From an optimization exercise on the open Yosys and OpenROAD flow, aimed at small area, a short achievable clock period and few clock cycles; shortcuts taken in it are not production practice. No run shown here included a check of the RTL's function; only the layout flow was run. No activity file was given, so power comes from the tool's default toggle rates.

**design/flow/run.sh**
```bash
#!/bin/bash
# synth_recipe.tcl (not shown) runs the flow's synth.tcl, then flattens the netlist and writes it again
# the make line also repeats each setting of config.mk as NAME=value (left out here)
make -C /OpenROAD-flow-scripts/flow DESIGN_CONFIG=/design/flow/config.mk WORK_HOME=/design/flow/orfs CLKGATE_MAP_FILE= SYNTH_SCRIPT=/design/flow/synth_recipe.tcl finish
```
**design/flow/constraint.sdc**
```tcl
create_clock -name core_clock -period 5.0 [get_ports {clk}]
set_input_delay 1.0000 -clock core_clock [delete_from_list [all_inputs] [get_ports {clk}]]
set_output_delay 1.0000 -clock core_clock [all_outputs]
set_load 0.01 [all_outputs]
```
**design/flow/config.mk**
```make
export PLATFORM = sky130hd
export DESIGN_NAME = lz11_dec
export DESIGN_NICKNAME = lz11_dec
export VERILOG_FILES = /design/flow/design.v
export SDC_FILE = /design/flow/constraint.sdc
export NUM_CORES = 4
export LEC_CHECK = 0
export CAP_MARGIN = 20
export CORE_MARGIN = 2
export CORE_UTILIZATION = 50
export PLACE_DENSITY = 0.65
export SETUP_SLACK_MARGIN = 2.7
export SLEW_MARGIN = 20
```
**design/flow/design.v**
```verilog
module lz11_dec (
    input  wire        clk,
    input  wire        rst,         
    input  wire        start,       
    input  wire [23:0] ilen,        
    output wire        idle,
    output wire        done,        
    output wire [3:0]  err,         
    input  wire        in_valid,
    input  wire [7:0]  in_data,
    output wire        in_ready,
    output wire        out_valid,
    output wire [7:0]  out_data,
    input  wire        out_ready,
    output wire        hist_re,
    output wire [11:0] hist_raddr,
    input  wire [7:0]  hist_rdata,
    output wire        hist_we,
    output wire [11:0] hist_waddr,
    output wire [7:0]  hist_wdata
);
    reg s_idle;              
    reg s_h0;                
    reg s_h1, s_h2, s_h3;    
    reg s_x0, s_x1, s_x2, s_x3;    
    reg s_main;              
    reg s_b23;               
    reg s_b24;               
    reg s_b34;               
    reg s_last;              
    reg s_chk;               
    reg s_copy;              
    reg s_fin;               
    reg s_done;              
    reg [23:0] remain;       
    reg        rz;           
    reg        short;        
    reg [7:0]  ib;           
    reg        ibv;
    reg        irdy;         
    reg [31:0] left;         
    reg        l1, l2;       
    reg [11:0] wa;           
    reg        wrapped;      
    reg [7:0]  od, od2;      
    reg        ov;           
    reg        hwe;          
    reg [7:0]  flags;        
    reg        fle;          
    reg        fref;         
    reg [16:0] cnt;          
    reg [3:0]  dhi;          
    reg        f3, f4;       
    reg [11:0] rp;           
    reg        hre;          
    reg        rdv;          
    reg        d1, d2;       
    reg        lastc;        
    reg [1:0]  ecode;        
    assign idle       = s_idle | s_done;
    assign done       = s_done;
    assign err        = {2'b00, ecode};
    assign in_ready   = irdy;
    assign out_valid  = ov;
    assign out_data   = od;
    assign hist_we    = hwe;
    assign hist_waddr = wa;
    assign hist_wdata = od;
    assign hist_re    = hre;
    assign hist_raddr = rp;
    wire xin  = in_valid & irdy;                   
    wire have = ibv | xin;                         
    wire [7:0] b = ibv ? ib : in_data;
    wire eos  = !ibv & rz;                         
    wire sp   = !ov | out_ready;                   
    wire lit   = !fle & !fref;
    wire tref  = !fle & fref;
    wire fetch = s_x0 | s_x1 | s_x2 | s_x3 | s_main | s_b23 | s_b24 | s_b34 | s_last;
    wire d12   = d1 | d2;
    wire magic = (b == 8'h11);
    wire sz0   = ({b, left[15:0]} == 24'd0);
    wire xz0   = ({b, left[23:0]} == 32'd0);
    wire lit_x = s_main & !eos & lit & have & sp;       
    wire ref_1 = s_main & !eos & tref & have;           
    wire flg_x = s_main & !eos & fle & have;            
    wire pre_x = (s_chk | s_copy) & fle & have;         
    wire cp_x  = s_copy & sp & (d12 | rdv);             
    wire fail  = s_copy & !d12 & rdv & !sp;             
    wire prod  = lit_x | cp_x;
    wire tok_x = (s_b23 | s_b24 | s_b34 | s_last) & !eos & have;
    wire hx_x  = (s_h1 | s_h2 | s_h3 | ((s_x0 | s_x1 | s_x2 | s_x3) & !eos)) & have;
    wire eat   = (s_h0 & !short & have) | hx_x | lit_x | ref_1 | flg_x | pre_x | tok_x;
    wire [11:0] field = {dhi, rp[7:0]};
    wire [12:0] diff  = {1'b0, wa} + {1'b1, ~field} + 13'd1;
    wire        bad   = !wrapped & (diff[12] | (diff[11:0] == 12'd0));
    wire to_short = (s_h0 & short) | (fetch & eos);
    wire to_inv   = (s_h0 & !short & have & !magic) | (s_chk & bad);
    wire n_fin    = (lit_x & l1) | (cp_x & lastc & l1) | (s_fin & ov & !out_ready);
    wire n_done   = to_short | to_inv | ((s_x3 & !eos & have) & xz0) |
                    (s_fin & !(ov & !out_ready));
    wire n_idle   = (s_idle & !start) | s_done;
    wire n_h0     = (s_idle & start) | (s_h0 & !short & !have);
    wire n_h1     = (s_h0 & !short & have & magic) | (s_h1 & !have);
    wire n_h2     = (s_h1 & have) | (s_h2 & !have);
    wire n_h3     = (s_h2 & have) | (s_h3 & !have);
    wire n_x0     = (s_h3 & have & sz0) | (s_x0 & !eos & !have);
    wire n_x1     = (s_x0 & !eos & have) | (s_x1 & !eos & !have);
    wire n_x2     = (s_x1 & !eos & have) | (s_x2 & !eos & !have);
    wire n_x3     = (s_x2 & !eos & have) | (s_x3 & !eos & !have);
    wire n_main   = (s_h3 & have & !sz0) | (s_x3 & !eos & have & !xz0) |
                    (s_main & !eos & !(lit_x & l1) & !ref_1) |
                    (cp_x & lastc & !l1);
    wire n_b23    = (ref_1 & (b[7:4] == 4'h0)) | (s_b23 & !eos & !have);
    wire n_b24    = (ref_1 & (b[7:4] == 4'h1)) | (s_b24 & !eos & !have);
    wire n_b34    = (s_b24 & !eos & have) | (s_b34 & !eos & !have);
    wire n_last   = (ref_1 & (b[7:5] != 3'd0)) | (s_b23 & !eos & have) |
                    (s_b34 & !eos & have) | (s_last & !eos & !have);
    wire n_chk    = s_last & !eos & have;
    wire n_copy   = (s_chk & !bad) | (s_copy & !(cp_x & lastc));
    wire fl_load  = flg_x | pre_x;
    wire fl_shift = lit_x | ref_1;
    wire n_fle    = fl_load ? 1'b0 : fl_shift ? (flags[6:0] == 7'd0) : fle;
    wire n_fref   = fl_load ? b[7] : fl_shift ? flags[7] : fref;
    wire n_short  = (s_idle & start) ? (ilen[23:2] == 22'd0) : short;
    wire n_rz     = (s_idle & start) ? (ilen == 24'd0) :
                    xin ? (remain == 24'd1) : rz;
    wire n_ibv    = ibv ? !eat : (xin & !eat);
    wire n_active = (n_h0 & !n_short) | n_h1 | n_h2 | n_h3 | n_x0 | n_x1 | n_x2 | n_x3 |
                    n_main | n_b23 | n_b24 | n_b34 | n_last | n_chk | n_copy;
    always @(posedge clk) begin
        s_idle <= n_idle | rst;
        s_h0   <= n_h0   & !rst;
        s_h1   <= n_h1   & !rst;
        s_h2   <= n_h2   & !rst;
        s_h3   <= n_h3   & !rst;
        s_x0   <= n_x0   & !rst;
        s_x1   <= n_x1   & !rst;
        s_x2   <= n_x2   & !rst;
        s_x3   <= n_x3   & !rst;
        s_main <= n_main & !rst;
        s_b23  <= n_b23  & !rst;
        s_b24  <= n_b24  & !rst;
        s_b34  <= n_b34  & !rst;
        s_last <= n_last & !rst;
        s_chk  <= n_chk  & !rst;
        s_copy <= n_copy & !rst;
        s_fin  <= n_fin  & !rst;
        s_done <= n_done & !rst;
        irdy  <= !rst & !n_ibv & !n_rz & n_active;
        ibv   <= !rst & !n_done & !n_idle & n_ibv;
        if (!ibv & xin & !eat)
            ib <= in_data;
        rz    <= n_rz;
        short <= n_short;
        if (s_idle & start)
            remain <= ilen;
        else if (xin)
            remain <= remain - 24'd1;
        if (!s_done & !s_fin)
            ecode <= {to_short | to_inv, to_short};
        if (prod) begin
            od  <= s_copy ? (d1 ? od : d2 ? od2 : hist_rdata) : b;
            od2 <= od;
        end
        ov  <= !rst & !n_done & (prod | (ov & !out_ready));
        hwe <= !rst & prod;
        fle  <= (s_idle & start) | n_fle;
        fref <= n_fref;
        if (fl_load)
            flags <= {b[6:0], 1'b1};
        else if (fl_shift)
            flags <= {flags[6:0], 1'b0};
        if (s_idle & start) begin
            left    <= 32'd0;
            wa      <= 12'd0;
            wrapped <= 1'b0;
        end else begin
            if (prod) begin
                left    <= left - 32'd1;
                l1      <= l2;
                l2      <= (left == 32'd3);
                wa      <= wa + 12'd1;
                wrapped <= wrapped | (wa == 12'hfff);
            end
            if (hx_x) begin
                if (s_h1 | s_x0) left[7:0]   <= b;
                if (s_h2 | s_x1) left[15:8]  <= b;
                if (s_h3 | s_x2) left[23:16] <= b;
                if (s_x3)        left[31:24] <= b;
                if (s_h3) begin
                    l1 <= ({b, left[15:0]} == 24'd1);
                    l2 <= ({b, left[15:0]} == 24'd2);
                end
                if (s_x3) begin
                    l1 <= ({b, left[23:0]} == 32'd1);
                    l2 <= ({b, left[23:0]} == 32'd2);
                end
            end
        end
        if (ref_1) begin
            f3 <= (b[7:4] == 4'h0);
            f4 <= (b[7:4] == 4'h1);
            if (b[7:5] == 3'd0)
                cnt <= {9'd0, b[3:0], 4'd0};
            else begin
                cnt <= {13'd0, b[7:4]};
                dhi <= b[3:0];
            end
        end
        if (s_b23 & tok_x) begin
            cnt[3:0] <= b[7:4];
            dhi      <= b[3:0];
        end
        if (s_b24 & tok_x)
            cnt[11:0] <= {cnt[7:4], b};
        if (s_b34 & tok_x) begin
            cnt[15:0] <= {cnt[11:0], b[7:4]};
            dhi       <= b[3:0];
        end
        if (s_last & tok_x) begin
            cnt[16:4] <= cnt[16:4] + (f4 ? 13'h11 : f3 ? 13'h1 : 13'h0);
            d1 <= ({dhi, b} == 12'd0);
            d2 <= ({dhi, b} == 12'd1);
        end
        if (cp_x)
            cnt <= cnt - 17'd1;
        if (s_last & tok_x)
            rp[7:0] <= b;
        else if (s_chk)
            rp <= diff[11:0];
        else if (fail)
            rp <= rp - 12'd1;
        else if (hre)
            rp <= rp + 12'd1;
        hre <= !rst & ((s_chk & !bad & !d12) | (s_copy & !d12 & n_copy));
        rdv <= hre & !fail & s_copy;
        if (s_chk)
            lastc <= (cnt == 17'd0) | l1;
        else if (cp_x)
            lastc <= (cnt == 17'd1) | l2;
    end
endmodule
```
==> metrics.csv, run 1 <==
metric,value,unit
outcome,finished clean,
cp_data_required_time,5.33,ns
wirelength,30600,um
place.gp.congestion,0.923,
final_area,14100,um2
crit_end,ibv,
ys_seq_area_share,43.9,%
synth_top_family_by_area,simple AND/OR/NAND/NOR gates,
grtUsageTotal,27.9,%
cts_root_buffer,clkbuf_16,
tritoncts,done,
hold_viol,0,
die_y,146,um
drt_pass1_iterations,6,
hp-start,od[1],
fmax,345,MHz
finalSetupTns,0,ns
synthCells,1097,
worstPathArrival,3.23,ns
dr.first_iter.drc_count,635,
rr_endpoint,ibv,
start_util,51.3,%
nNetsFinal,1370,
period_share,58.1,%
wl_per_cell,19.4,um
ys_top_cells_by_area,"edfxtp_1 (29%), dfxtp_1 (15%), xnor2_1 (5.5%)",
diodes,0,
crit_path_start,rp[7],
yosys.area_share.xor_xnor,7.94,%
antenna_found_initial,0,
worst-r2r-setup-slack,2.10,ns
finalCriticalPeriod,2.90,ns
synth_most_common_cell,nor2_1,
dieArea,21200,um2
areaGrowthSynthToFinish,40.4,%
cts_inserted_buffers,17,
clock_latency,0.44,ns
final_max_slew_viol_count,0,
power_density,228,nW/um2
overflow,0,
synth_fa_ha_area_share,3.56,%
synth-simple-area-share,20.6,%
drc,0,
layout-drive-gt1-share,31.2,%
dieWidth,146,um
skew,0.0118,ns
grt_max_degree,47,
synthArstFlopShare,0,%
synth_top_area_share,29.3,%
slew_headroom,40.8,%
synth_warnings,1,
worst_pin_slew,0.885,ns
ys_types,82,
cp-start-kind,register,
hpwl,19400,um
synth_common_cells,"nor2_1 (137), edfxtp_1 (98), nand2_1 (92), a21oi_1 (89), dfxtp_1 (73)",
vdd_drop_max,0.000256,V
critPathCaptureType,register,
io_pins,95,
min_path_type,reg2reg,
via_per_inst,5.92,
grt_first_pass_wirelength,47500,um
yosysTopAreaCell,edfxtp_1,
synth_ff_type,edfxtp_1,
vias,9320,
ys_ff_latch,171,
synthesis.area,10000,um2
place_ws,1.16,ns
htree_num_levels,4,
core,19600,um2
synthMuxAreaShare,2.50,%
reg2regPathDepth,10,
criticalPathCategory,reg2reg,
critPathMaxFanout,8,
reg2reg_from,rp[7],
synth_edf_count,98,
place_area,11400,um2
setup_viol,0,
clk_pin_slew,0.07,ns
cts.sinks,171,
port_buffers,92,
synth_compound_area_share,17.3,%
rsz0062_at_grt,yes,
grt_pass1_vias,8887,
power.leakage,5.39,nW
rows,51,
cts_buffer_depth,2,
ant_nets,0,
cap_violations,0,
postSynthAreaPerCell,9.15,um2
setup_ws,2.10,ns
[routing by layer]
layer	vias to the layer above	track usage, %	part of all wire, %
met5	-	0	0
met4	0	10.8	3.0
met3	69	4.14	5.0
met2	310	46.8	50
met1	4528	36.4	42
li1	4413	-	-
[critical path, cell delays in order, from the launching register on]
cell       delay, ns
edfxtp_1        0.43
inv_2           0.10
ha_2            0.32
and3_2          0.27
and3_1          0.22
a221oi_4        0.29
xnor2_2         0.14
a2111oi_4       0.36
a41oi_4         0.21
o31a_1          0.31
and2_1          0.14
[flip-flops by register name, summed over array words and instances, names as in the netlist, 4 cells and up]
signal,cells
flags,8
od,8
ib,8
left,32
cnt,17
wa,12
rp,12
od2,8
remain,24
dhi,4
[logic make-up (layout without fill, tap and decap cells)]
| family | after synthesis | in the layout |
|---|---|---|
| multiplexers | 24 | 24 |
| other | 1 | 2 |
| AND/OR/NAND/NOR | 417 | 418 |
| AO/OA/AOI/OAI | 272 | 272 |
| flip-flops | 171 | 171 |
| buffers and inverters | 93 | 304 |
| adder cells (fa/ha/maj) | 28 | 28 |
| XOR/XNOR | 91 | 91 |
[through the flow]
stage	util, %	hold slack (ns)	std cells	total power [mW]
final	72.0	0.472	1575	3.22
after global routing	72.0	0.490	1575	3.31
after CTS	67.9	0.475	1538	3.21
after detailed placement	58.3	0.470	1413	1.81
after global placement	58.3	0.459	1413	1.80
after floorplan	-	0.442	1098	1.70
[what timing repair did]
item / 4_1_cts / 5_1_grt
endpoints found under the hold margin: 0 / 0
hold buffers: 0 / 0
endpoints found under the setup margin: 265 / 156
gates resized for setup: 237 / 125
pin swaps: 65 / 63
gates cloned: 2 / 1
buffers inserted: 91 / 36
[power by group]
group          switching, mW  total, mW  internal (mW)
logic                  0.147      0.266          0.119
registers             0.0349       1.56           1.52
clock network          0.588       1.39          0.804
total                  0.770       3.22           2.45
[cell type report]
class | count | area (um2)
multi-input combinational | 835 | 6400
fill | 1452 | 5490
sequential | 171 | 4430
timing repair buffer | 232 | 2160
clock buffer | 19 | 443
tap | 265 | 332
inverter | 40 | 169
clock inverter | 13 | 168
[layout by cell type, fill, tap and decap left out, drive strengths merged, types with 14 or more instances in the layout]
master	n
edfxtp	98
clkdlybuf4s50	34
xnor2	63
a211oi	20
mux2i	18
dlygate4sd2	40
nand3	28
xor2	28
or3	16
ha	27
nor4	26
dfxtp	73
and3	14
o21ai	71
inv	38
nor2b	15
nor3	39
a21oi	89
buf	150
nor2	137
clkbuf	23
nand2	92
[worst min-delay path by stage]
stage	endpoint	slack, ns	cells past startpoint
finish	od2[1]	0.47	0
global route	od2[6]	0.49	0
CTS	od2[4]	0.47	0
detailed placement	od2[4]	0.47	0
global placement	od2[4]	0.46	0
floorplan	flags[0]	0.44	2
==> run 2, diff against run 1 <==
--- a/design/flow/config.mk
+++ b/design/flow/config.mk
@@ -11,3 +11,3 @@
 export PLACE_DENSITY = 0.65
-export SETUP_SLACK_MARGIN = 2.7
+export SETUP_SLACK_MARGIN = 3.0
 export SLEW_MARGIN = 20
==> metrics.csv, run 2 <==
metric,value,unit,change
outcome,finished clean,,unchanged
cap_violations,0,,unchanged
place.gp.congestion,0.918,,was 0.923
synth_edf_count,98,,unchanged
start_util,51.3,%,unchanged
cp_data_required_time,5.33,ns,about the same
synth_most_common_cell,nor2_1,,unchanged
synth_ff_type,edfxtp_1,,unchanged
ys_ff_latch,171,,unchanged
dieArea,21200,um2,unchanged
antenna_found_initial,1,,was 0
hp-start,od[4],,was od[1]
power_density,206,nW/um2,was 228 nW/um2
clk_pin_slew,0.07,ns,about the same
clock_latency,0.44,ns,about the same
top_register,left,,unchanged
yosysTopAreaCell,edfxtp_1,,unchanged
synth_common_cells,"nor2_1 (137), edfxtp_1 (98), nand2_1 (92), a21oi_1 (89), dfxtp_1 (73)",,unchanged
synthCells,1097,,unchanged
slew_headroom,36.2,%,was 40.8%
min_path_type,reg2reg,,unchanged
nNetsFinal,1437,,was 1370
cts_inserted_buffers,17,,unchanged
period_share,60.6,%,was 58.1%
grtUsageTotal,30.1,%,was 27.9%
vdd_drop_max,0.000226,V,was 0.000256 V
p_int,2.34,mW,was 2.45 mW
port_buffers,92,,unchanged
reg2reg_from,rp[3],,was rp[7]
power.leakage,5.91,nW,was 5.39 nW
met2_usage,49.8,%,was 46.8%
grtUsageMet1,40.3,%,was 36.4%
drt_pass1_iterations,6,,unchanged
dr.first_iter.drc_count,799,,was 635
worst_pin_slew,0.956,ns,was 0.885 ns
die_y,146,um,unchanged
clockPowerShare,40.8,%,was 43.3%
switching_share,25.4,%,was 23.9%
overflow,0,,unchanged
fin_util,77.6,%,was 72.0%
power,3.13,mW,was 3.22 mW
top_regs,"left (32), remain (24), cnt (17)",,unchanged
ys_top_cells_by_area,"edfxtp_1 (29%), dfxtp_1 (15%), xnor2_1 (5.5%)",,unchanged
finalSetupTns,0,ns,unchanged
cp-start-kind,register,,unchanged
combPwrFrac,9.6,%,was 8.3%
ys_types,82,,unchanged
ant_nets,0,,unchanged
wirelength,33500,um,was 30600 um
via_per_inst,5.93,,was 5.92
postSynthAreaPerCell,9.15,um2,unchanged
drc,0,,unchanged
final_max_slew_viol_count,0,,unchanged
cts.sinks,171,,unchanged
hpwl,19700,um,was 19400 um
grt.busiest_layer,met2,,unchanged
grt_first_pass_wirelength,50800,um,was 47500 um
criticalPathCategory,reg2reg,,unchanged
rsz0062_at_grt,yes,,unchanged
grt_max_degree,37,,was 47
critPathMaxFanout,5,,was 8
final_area,15200,um2,was 14100 um2
skew,0.00741,ns,was 0.0118 ns
vias,9744,,was 9320
cts_root_buffer,clkbuf_16,,unchanged
synth_top_area_share,29.3,%,unchanged
place_area,11500,um2,was 11400 um2
largest_reg_flops,32,,unchanged
grt_pass1_vias,9180,,was 8887
finalCriticalPeriod,3.03,ns,was 2.90 ns
final_common_cell,buf_4,,was nor2_1
synthesis.area,10000,um2,unchanged
synthArstFlopShare,0,%,unchanged
fmax,330,MHz,was 345 MHz
worstPathArrival,3.36,ns,was 3.23 ns
core,19600,um2,unchanged
setup_viol,0,,unchanged
hold_viol,0,,unchanged
p_switching,0.794,mW,was 0.770 mW
ys_seq_area_share,43.9,%,unchanged
rows,51,,unchanged
htree_num_levels,4,,unchanged
wl_per_cell,20.4,um,was 19.4 um
pwr-share-seq,49.7,%,was 48.5%
synth_warnings,1,,unchanged
layout-drive-gt1-share,41.9,%,was 31.2%
crit_path_start,rp[3],,was rp[7]
areaGrowthSynthToFinish,51.4,%,was 40.4%
tritoncts,done,,unchanged
final_cell_mix,"buf_4 (118), nor2_1 (112), buf_6 (99)",,"was nor2_1 (122), edfxtp_1 (98), buf_4 (95)"
dieWidth,146,um,unchanged
use_met3,4.86,%,was 4.14%
cts_buffer_depth,2,,unchanged
critPathCaptureType,register,,unchanged
io_pins,95,,unchanged
==> run 2: changes by cell type in the layout (fill, tap and decap cells not counted), moves of 10 or more <==
cell / previous run / this run
clkdlybuf4s50_1: 34 / 13
buf_4: 95 / 118
o21ai_0: 58 / 41
nor2_1: 122 / 112
dlygate4sd2_1: 40 / 16
buf_6: 36 / 99
o21ai_1: 6 / 20
buf_2: 6 / 29
dfxtp_4: 2 / 18
==> run 2: final cells by class <==
| type | instances | area, um2 |
|---|---|---|
| Multi-Input combinational cell | 838 | 6910 |
| Sequential cell | 171 | 4480 |
| Fill cell | 1315 | 4390 |
| Timing Repair Buffer | 296 | 2730 |
| Clock buffer | 18 | 429 |
| Tap cell | 265 | 332 |
| Inverter | 40 | 199 |
| Clock inverter | 14 | 125 |
| Antenna cell | 1 | 2.50 |
==> run 2: timing repair <==
action / CTS / global route
pin swaps: 93 / 102
setup endpoints to repair: 288 / 217
hold buffers: 0 / 0
buffers inserted: 138 / 59
resized for setup: 512 / 150
cloned: 6 / 0
==> run 2: worst max-delay path: stages, from the launching register on <==
cell       delay (ns)
edfxtp_1         0.36
inv_1            0.09
ha_1             0.38
o21a_1           0.16
o31a_1           0.22
a21oi_1          0.09
or4_4            0.56
a2111oi_4        0.33
a41oi_2          0.26
o31a_1           0.33
and2_1           0.15
==> run 2: cell families (layout without fill, tap and decap cells) <==
kind of cell | Yosys count | count (layout) | synth area share (%)
other cells | 1 | 3 | 0.0373
flops | 171 | 171 | 43.9
buf+inv | 93 | 368 | 4.20
xor+xnor | 91 | 91 | 7.94
fa+ha+maj | 28 | 28 | 3.56
mux | 24 | 24 | 2.50
compound gates | 272 | 274 | 17.3
simple gates | 417 | 419 | 20.6
==> run 2: routing by layer <==
metal  vias to the layer above  routed length, um
met5                         -                  0
met4                         0                921
met3                        72               2040
met2                       401              16900
met1                      4727              13600
li1                       4544                  -
==> run 2: stage by stage <==
step	instances	setup WS, ns	hold WS [ns]
2_1_floorplan	1098	2.16	0.449
3_3_place_gp	1407	1.18	0.462
3_5_place_dp	1407	1.15	0.464
4_1_cts	1583	1.95	0.470
5_1_grt	1642	1.86	0.497
6_report	1643	1.97	0.474
==> run 2: worst paths after layout <==
kind / cells after the start / to / slack (ns)
max: 10 / ibv / 1.97
min: 0 / od2[4] / 0.47
max reg2reg: 10 / ibv / 1.97
min reg2reg: 0 / od2[4] / 0.47
==> run 2: power by group through the flow <==
stage	Sequential (mW)	Clock [mW]	Combinational (mW)
floorplan	1.58	0	0.131
global placement	1.58	0	0.221
detailed placement	1.59	0	0.223
CTS	1.55	1.28	0.270
global route	1.56	1.33	0.321
finish	1.55	1.28	0.300
==> run 3, diff against run 2 <==
--- a/design/flow/design.v
+++ b/design/flow/design.v
@@ -58,2 +58,3 @@
     reg        lastc;        
+    reg        bad_r;        
     reg [1:0]  ecode;        
@@ -86,3 +87,3 @@
     wire pre_x = (s_chk | s_copy) & fle & have;         
-    wire cp_x  = s_copy & sp & (d12 | rdv);             
+    wire cp_x  = s_copy & !bad_r & sp & (d12 | rdv);    
     wire fail  = s_copy & !d12 & rdv & !sp;             
@@ -96,3 +97,3 @@
     wire to_short = (s_h0 & short) | (fetch & eos);
-    wire to_inv   = (s_h0 & !short & have & !magic) | (s_chk & bad);
+    wire to_inv   = (s_h0 & !short & have & !magic) | (s_copy & bad_r);
     wire n_fin    = (lit_x & l1) | (cp_x & lastc & l1) | (s_fin & ov & !out_ready);
@@ -118,3 +119,3 @@
     wire n_chk    = s_last & !eos & have;
-    wire n_copy   = (s_chk & !bad) | (s_copy & !(cp_x & lastc));
+    wire n_copy   = s_chk | (s_copy & !bad_r & !(cp_x & lastc));
     wire fl_load  = flg_x | pre_x;
@@ -220,3 +221,2 @@
         if (s_last & tok_x) begin
-            cnt[16:4] <= cnt[16:4] + (f4 ? 13'h11 : f3 ? 13'h1 : 13'h0);
             d1 <= ({dhi, b} == 12'd0);
@@ -224,4 +224,10 @@
         end
-        if (cp_x)
-            cnt <= cnt - 17'd1;
+        if (cp_x) begin
+            if (cnt == 17'd0) begin
+                cnt <= {8'd0, f4, 8'h0f};
+                f3  <= 1'b0;
+                f4  <= 1'b0;
+            end else
+                cnt <= cnt - 17'd1;
+        end
         if (s_last & tok_x)
@@ -234,8 +240,10 @@
             rp <= rp + 12'd1;
-        hre <= !rst & ((s_chk & !bad & !d12) | (s_copy & !d12 & n_copy));
+        hre <= !rst & ((s_chk & !d12) | (s_copy & !d12 & n_copy));
+        if (s_chk)
+            bad_r <= bad;
         rdv <= hre & !fail & s_copy;
         if (s_chk)
-            lastc <= (cnt == 17'd0) | l1;
+            lastc <= ((cnt == 17'd0) & !f3 & !f4) | l1;
         else if (cp_x)
-            lastc <= (cnt == 17'd1) | l2;
+            lastc <= ((cnt == 17'd1) & !f3 & !f4) | l2;
     end
--- a/design/flow/config.mk
+++ b/design/flow/config.mk
@@ -11,3 +11,3 @@
 export PLACE_DENSITY = 0.65
-export SETUP_SLACK_MARGIN = 3.0
+export SETUP_SLACK_MARGIN = 2.8
 export SLEW_MARGIN = 20
==> metrics.csv, run 3 <==
metric,value,unit,change
nNetsFinal,1316,,was 1437
worst_pin_slew,0.808,ns,was 0.956 ns
fin_cells,1524,,was 1643
dieWidth,144,um,was 146 um
grt_first_pass_wirelength,44000,um,was 50800 um
synth_compound_area_share,16.5,%,was 17.3%
finalSetupTns,0,ns,unchanged
layout-drive-gt1-share,30.8,%,was 41.9%
fill_cells,1502,,was 1315
hold_buffers,0,,unchanged
vdd_drop_max,0.000233,V,was 0.000226 V
rr_endpoint,bad_r,,was ibv
vias,8960,,was 9744
criticalPathCategory,reg2reg,,unchanged
critPathMaxFanout,3,,was 5
synth_warnings,1,,unchanged
synth_fa_ha_area_share,3.26,%,was 3.56%
yosys.area_share.xor_xnor,7.49,%,was 7.94%
min_path_type,reg2reg,,unchanged
reg2regPathDepth,9,,was 10
cp-start-kind,register,,unchanged
outcome,finished clean,,unchanged
dp_cells,1359,,was 1407
diodes,0,,was 1
areaGrowthSynthToFinish,39.1,%,was 51.4%
reg2reg_from,rp[2],,was rp[3]
drt_pass1_iterations,6,,unchanged
final_common_cell,edfxtp_1,,was buf_4
clock_latency,0.43,ns,was 0.44 ns
ant_nets,0,,unchanged
clk_pin_slew,0.07,ns,about the same
final_cell_mix,"edfxtp_1 (97), buf_4 (91), nor2_1 (88)",,"was buf_4 (118), nor2_1 (112), buf_6 (99)"
power.leakage,5.20,nW,was 5.91 nW
via_per_inst,5.88,,was 5.93
setup_ws,2.48,ns,was 1.97 ns
place.gp.congestion,0.898,,was 0.918
synthMuxAreaShare,3.23,%,was 2.50%
finalCriticalPeriod,2.52,ns,was 3.03 ns
whs_path_depth,2,,was 0
top_regs,"left (32), remain (24), cnt (17)",,unchanged
drc,0,,unchanged
place_ws,1.43,ns,was 1.15 ns
antenna_found_initial,0,,was 1
synth_edf_count,97,,was 98
worst-r2r-setup-slack,2.48,ns,was 1.97 ns
synth_ff_type,edfxtp_1,,unchanged
final_max_slew_viol_count,0,,unchanged
yosysTopAreaCell,edfxtp_1,,unchanged
rows,51,,unchanged
postSynthAreaPerCell,9.35,um2,was 9.15 um2
die_y,144,um,was 146 um
largest_reg_flops,32,,unchanged
synthesis.area,9830,um2,was 10000 um2
synthArstFlopShare,0,%,unchanged
ys_ff_latch,172,,was 171
setup_viol,0,,unchanged
synth_top_family_by_area,simple AND/OR/NAND/NOR gates,,unchanged
synth_common_cells,"nor2_1 (108), edfxtp_1 (97), o21ai_0 (88), a21oi_1 (87), nand2_1 (87)",,"was nor2_1 (137), edfxtp_1 (98), nand2_1 (92), a21oi_1 (89), dfxtp_1 (73)"
worstPathArrival,2.80,ns,was 3.36 ns
ys_seq_area_share,44.9,%,was 43.9%
tritoncts,done,,unchanged
synth_most_common_cell,nor2_1,,unchanged
synth_top_area_share,29.6,%,was 29.3%
io_pins,95,,unchanged
fmax,397,MHz,was 330 MHz
cts.sinks,172,,was 171
synthCells,1051,,was 1097
slew_headroom,46.1,%,was 36.2%
core,19400,um2,was 19600 um2
port_buffers,92,,unchanged
ys_top_cells_by_area,"edfxtp_1 (30%), dfxtp_1 (15%), xnor2_1 (5.6%)",,"was edfxtp_1 (29%), dfxtp_1 (15%), xnor2_1 (5.5%)"
wirelength,29100,um,was 33500 um
dr.first_iter.drc_count,736,,was 799
hpwl,18200,um,was 19700 um
hp-start,f3,,was od[4]
htree_num_levels,4,,unchanged
cp_data_required_time,5.28,ns,was 5.33 ns
fin_util,70.5,%,was 77.6%
grt_max_degree,38,,was 37
ys_types,84,,was 82
rsz0062_at_grt,yes,,unchanged
top_register,left,,unchanged
wl_per_cell,19.1,um,was 20.4 um
start_util,50.7,%,was 51.3%
dieArea,20800,um2,was 21200 um2
cap_violations,0,,unchanged
critPathCaptureType,register,,unchanged
cts_inserted_buffers,17,,unchanged
grt_pass1_vias,8301,,was 9180
hold_viol,0,,unchanged
cts_buffer_depth,2,,unchanged
skew,0.00841,ns,was 0.00741 ns
grtUsageTotal,27.2,%,was 30.1%
synth-simple-area-share,20.3,%,was 20.6%
power_density,230,nW/um2,was 206 nW/um2
overflow,0,,unchanged
cts_root_buffer,clkbuf_16,,unchanged
min_to,f3,,was od2[4]
period_share,50.3,%,was 60.6%
[run 3: changes by cell type in the layout (fill, tap and decap cells not counted), moves of 24 or more]
cell           before  now
o21ai_0            41   70
dlygate4sd2_1      16   52
nor2_1            112   88
buf_2              29    2
buf_6              99   42
buf_4             118   91
[run 3: layout make-up]
type / instances / area [um2] / share of cell area (%)
Sequential cell: 172 / 4460 / 32.6
Multi-Input combinational cell: 793 / 6070 / 44.4
Clock buffer: 26 / 523 / 3.83
Tap cell: 265 / 332 / 2.43
Timing Repair inverter: 1 / 6.26 / 0.0458
Clock inverter: 6 / 36.3 / 0.265
Inverter: 34 / 141 / 1.03
Timing Repair Buffer: 227 / 2100 / 15.4
[run 3: timing repair]
item,4_1_cts,5_1_grt
endpoints found under the setup margin,263,96
gates resized for setup,253,149
buffers inserted,86,41
cloned,4,2
pin swaps,59,99
[run 3: stage by stage]
stage / instance area (um2) / hold WS, ns / power, mW
4_1_cts: 12800 / 0.467 / 3.12
2_1_floorplan: 10100 / 0.432 / 1.73
5_1_grt: 13700 / 0.492 / 3.23
6_report: 13700 / 0.466 / 3.15
3_3_place_gp: 11100 / 0.455 / 1.83
3_5_place_dp: 11100 / 0.461 / 1.83
[run 3: worst max-delay path, cell delays in order, from the launching register on]
cell and delay (ns):
edfxtp_1 0.42, inv_2 0.13, ha_4 0.21, nor2b_4 0.12, o2111a_1 0.26, o311a_1 0.35
or3_1 0.34, a21o_1 0.18, a211oi_2 0.21, a41o_1 0.15
[run 3: routing by layer]
layer / up-vias / routed length, um / share of wire, % / global-route usage (%)
met2: 305 / 14200 / 49 / 46.0
li1: 4258 / - / - / -
met5: - / 0 / 0 / 0
met3: 69 / 1650 / 5.7 / 4.01
met4: 0 / 869 / 3.0 / 8.07
met1: 4328 / 12400 / 43 / 36.5
[run 3: worst max-delay path by stage]
stage	endpoint	slack, ns	cells past startpoint	startpoint
after global placement	ib[6]	1.48	7	out_ready
after global routing	bad_r	2.41	9	rp[2]
final	bad_r	2.48	9	rp[2]
after CTS	bad_r	2.51	10	wa[0]
after floorplan	ib[0]	2.16	8	in_valid
after detailed placement	wa[9]	1.43	8	in_valid
[run 3: cells by family after synthesis]
| group | after synthesis |
|---|---|
| adders and majority gates | 25 |
| buffers and inverters | 90 |
| xor gates and xnor gates | 84 |
| other | 1 |
| DFF | 172 |
| and+or+nand+nor | 386 |
| AOI/OAI and AO/OA | 263 |
| muxes | 30 |
[run 3: power breakdown]
group          switching (mW)  internal, mW
sequential             0.0392          1.53
clock                   0.550         0.722
combinational           0.169         0.135
total                   0.758          2.39

## static timing again, ports no longer ideal
In the flow no input, the clock included, has a driving cell. The finished layouts below were timed again as built, in two steps. Step 1, drivers: a clkbuf_16 drives clk and a buf_2 each remaining input, both assumed. Step 2, shift: input delay + t, output delay - t, t = (earliest + latest rising clock arrival at the registers) / 2. This alone moves slack from input paths to output paths. a / b / c = no drivers / after step 1 / after step 2; a / b = the first two.
run	shift t [ns]	setup WS [ns]	worst setup path after step 2	clock arrival spread, ns
run 1	0.480	2.097 / 2.097 / 1.879	input to register	0.012 / 0.012
run 2	0.481	1.969 / 1.969 / 1.969	register to register	0.008 / 0.008
run 3	0.471	2.483 / 2.483 / 2.096	input to register	0.010 / 0.010
After both steps setup and hold are still met in every run listed. For run 3, which loses most, drivers alone change the setup slack by 0.000 ns; drivers and shift together by -0.387 ns.
